This design comes from an exercise in tuning for small area, a short achievable clock period and few clock cycles on the open sky130 flow, not from production work. The RTL was checked by simulation tests, not by an equivalence proof against the original design. Power is estimated from default activity; no workload was simulated.

// rs485_frame_asm
module rs485_frame_asm (
    input  wire         clk,
    input  wire         rst,
    input  wire [255:0] addr_map,
    input  wire         in_valid,
    input  wire [7:0]   in_data,
    output wire         in_ready,
    output wire         out_valid,
    output wire [7:0]   out_data,
    output wire         out_last,
    input  wire         out_ready,
    output wire         idle
);
clock: 12.0 ns
lec_check: 0
abc_area: 1
cap_margin: 20
core_margin: 2
core_utilization: 60
cts_cluster_diameter: 80
cts_cluster_size: 24
gpl_routability_driven: 0
place_density: 0.7
slew_margin: 20
synth_memory_max_bits: 4096
standard.sh (not shown) runs the stock make flow with config.mk's settings and CLKGATE_MAP_FILE= SYNTH_SCRIPT=/design/flow/synth_recipe.tcl, a recipe that flattens the netlist after the stock synthesis.
==> flow/flow/run.sh <==
#!/bin/bash
set -euo pipefail
bash standard.sh SETUP_SLACK_MARGIN=8 \
  "BUFFER_PORTS_ARGS=-buffer_cell sky130_fd_sc_hd__buf_1" \
  "CTS_ARGS=-sink_clustering_enable -repair_clock_nets -sink_clustering_size 16 -sink_clustering_max_diameter 60 -dont_use_dummy_load -buf_list sky130_fd_sc_hd__clkbuf_8" \
  finish > standard_flow.log 2>&1
Testbench counts at the start, summed over its fixed seeds: cycles 17,074.
Next try:
--- a/flow/flow/run.sh
+++ b/flow/flow/run.sh
@@ -3 +3 @@
-bash standard.sh SETUP_SLACK_MARGIN=8 \
+bash standard.sh SETUP_SLACK_MARGIN=8.25 \
--- a/flow/config.mk
+++ b/flow/config.mk
@@ -8 +7,0 @@
-export ABC_AREA = 1
@@ -14 +12,0 @@
-export GPL_ROUTABILITY_DRIVEN = 0
=> The changed run finished with timing, DRC and antenna clean. Sequential power stays flat. Global-route usage went down by 0.40 points. Count of clock-buffer cells in the layout went down by 3. Wire length went down by a few percent. Final cell count went down by roughly a tenth. Register-to-register slack gets better by 210 ps. Total power went down by a few percent. Cell area went up slightly. Non-clock buffer count went up by 127.

* * *

rs485_frame_asm, a different RTL version from the one above (not shown whole).
Size in the first run: roughly 2800 flip-flops, roughly 280 I/O pins, about 79000 um2 of cells after synthesis.
// rs485_frame_asm
module rs485_frame_asm (
    input  wire         clk,
    input  wire         rst,
    input  wire [255:0] addr_map,
    input  wire         in_valid,
    input  wire [7:0]   in_data,
    output wire         in_ready,
    output wire         out_valid,
    output wire [7:0]   out_data,
    output wire         out_last,
    input  wire         out_ready,
    output wire         idle
);
    localparam integer R  = 264;         
    localparam integer TD = 3;           
    localparam integer NT = R >> TD;
    localparam integer K  = 3;           
    localparam [8:0]   RM = 9'd263;
    function [15:0] crcstep;
        input [15:0] c;
        input [7:0]  b;
        integer i;
        reg [15:0] r;
        begin
            r = c ^ {8'h00, b};
            for (i = 0; i < 8; i = i + 1)
                r = r[0] ? ((r >> 1) ^ 16'hA001) : (r >> 1);
            crcstep = r;
        end
    endfunction
    function [8:0] inc9;
        input [8:0] x;
        inc9 = (x == RM) ? 9'd0 : x + 9'd1;
    endfunction
    function [8:0] dec9;
        input [8:0] x;
        dec9 = (x == 9'd0) ? RM : x - 9'd1;
    endfunction
    function [8:0] subm;
        input [8:0] a;
        input [8:0] b;
        reg [9:0] d;
        begin
            d = {1'b0, a} - {1'b0, b};
            subm = d[9] ? (d[8:0] + 9'd264) : d[8:0];
        end
    endfunction
    reg [8*R-1:0] ring;
    reg [8:0]     T;              
    reg [255:0]   addr_mask;
    reg [7:0]     ib0, ib1;       
    reg [1:0]     icnt;
    reg           in_ready_r;
    reg [8:0]     wp;             
    reg           pbv;            
    reg [7:0]     pb;
    reg           pia_r;          
    reg           pins_v;         
  ...
clock: 12.0 ns
lec_check: 0
cap_margin: 20
core_margin: 2
core_utilization: 60
cts_cluster_diameter: 80
cts_cluster_size: 24
place_density: 0.7
slew_margin: 20
synth_memory_max_bits: 4096
==> flow/flow/run.sh <==
#!/bin/bash
set -euo pipefail
bash standard.sh SETUP_SLACK_MARGIN=8 \
  "BUFFER_PORTS_ARGS=-buffer_cell sky130_fd_sc_hd__buf_1" \
  "CTS_ARGS=-sink_clustering_enable -repair_clock_nets -sink_clustering_size 16 -sink_clustering_max_diameter 60 -dont_use_dummy_load -buf_list sky130_fd_sc_hd__clkbuf_8" \
  finish > standard_flow.log 2>&1
Testbench counts at the start, summed over its fixed seeds: cycles 17,077.
Rerun with:
==> flow/flow/run.sh (replaced) <==
#!/bin/bash
set -euo pipefail
bash standard.sh SETUP_SLACK_MARGIN=8 \
  "BUFFER_PORTS_ARGS=-buffer_cell sky130_fd_sc_hd__buf_1" \
  "CTS_ARGS=-sink_clustering_enable -repair_clock_nets -sink_clustering_size 24 -sink_clustering_max_diameter 80 -dont_use_dummy_load" \
  finish > standard_flow.log 2>&1
Count of clock-buffer cells in the layout fell by 67.
Global-route usage goes up by 0.21 points.
Worst setup slack degrades by 0.12 ns.
Fmax fell by a few percent.
Total power rose by a few percent.
Flip-flop and latch count does not change.
Cell area goes up slightly.
Register-to-register slack degrades by 0.04 ns.

==> separate check: timing with driven ports <==
The results above use ideal ports. As a check the final layouts listed here were re-extracted and re-timed, cells and wires unchanged. Step 1 assumes that a clkbuf_16 drives the clock port and a buf_2 every other input. Step 2 times the ports against the registers' clock, not the clock port: input delays grow and output delays shrink by t, the midpoint of the rising clock arrivals with the driver on. Slacks: ideal / step 1 / step 2; pairs: ideal / step 1.
| run | shift t [ns] | slack for setup (ns) | hold slack, ns | worst register clock-pin slew, ns | pins driven straight from the clock port |
|---|---|---|---|---|---|
| the first run of note 1 | 0.946 | 7.982 / 7.982 / 7.090 | 0.262 / 0.262 / 0.262 | 0.11 / 0.11 | 1 |
| the second run of note 1 | 0.935 | 7.965 / 7.888 / 7.443 | 0.256 / 0.256 / 0.256 | 0.11 / 0.11 | 1 |
| the first run of note 2 | 0.954 | 8.043 / 8.024 / 7.146 | 0.245 / 0.245 / 0.245 | 0.10 / 0.10 | 1 |
| the second run of note 2 | 0.818 | 7.923 / 7.984 / 7.166 | 0.219 / 0.219 / 0.219 | 0.10 / 0.10 | 1 |
After both steps every run listed still meets setup and hold. The setup slack of the first run of note 2, which loses most, moves by -0.019 ns with the drivers and by -0.897 ns with both steps.
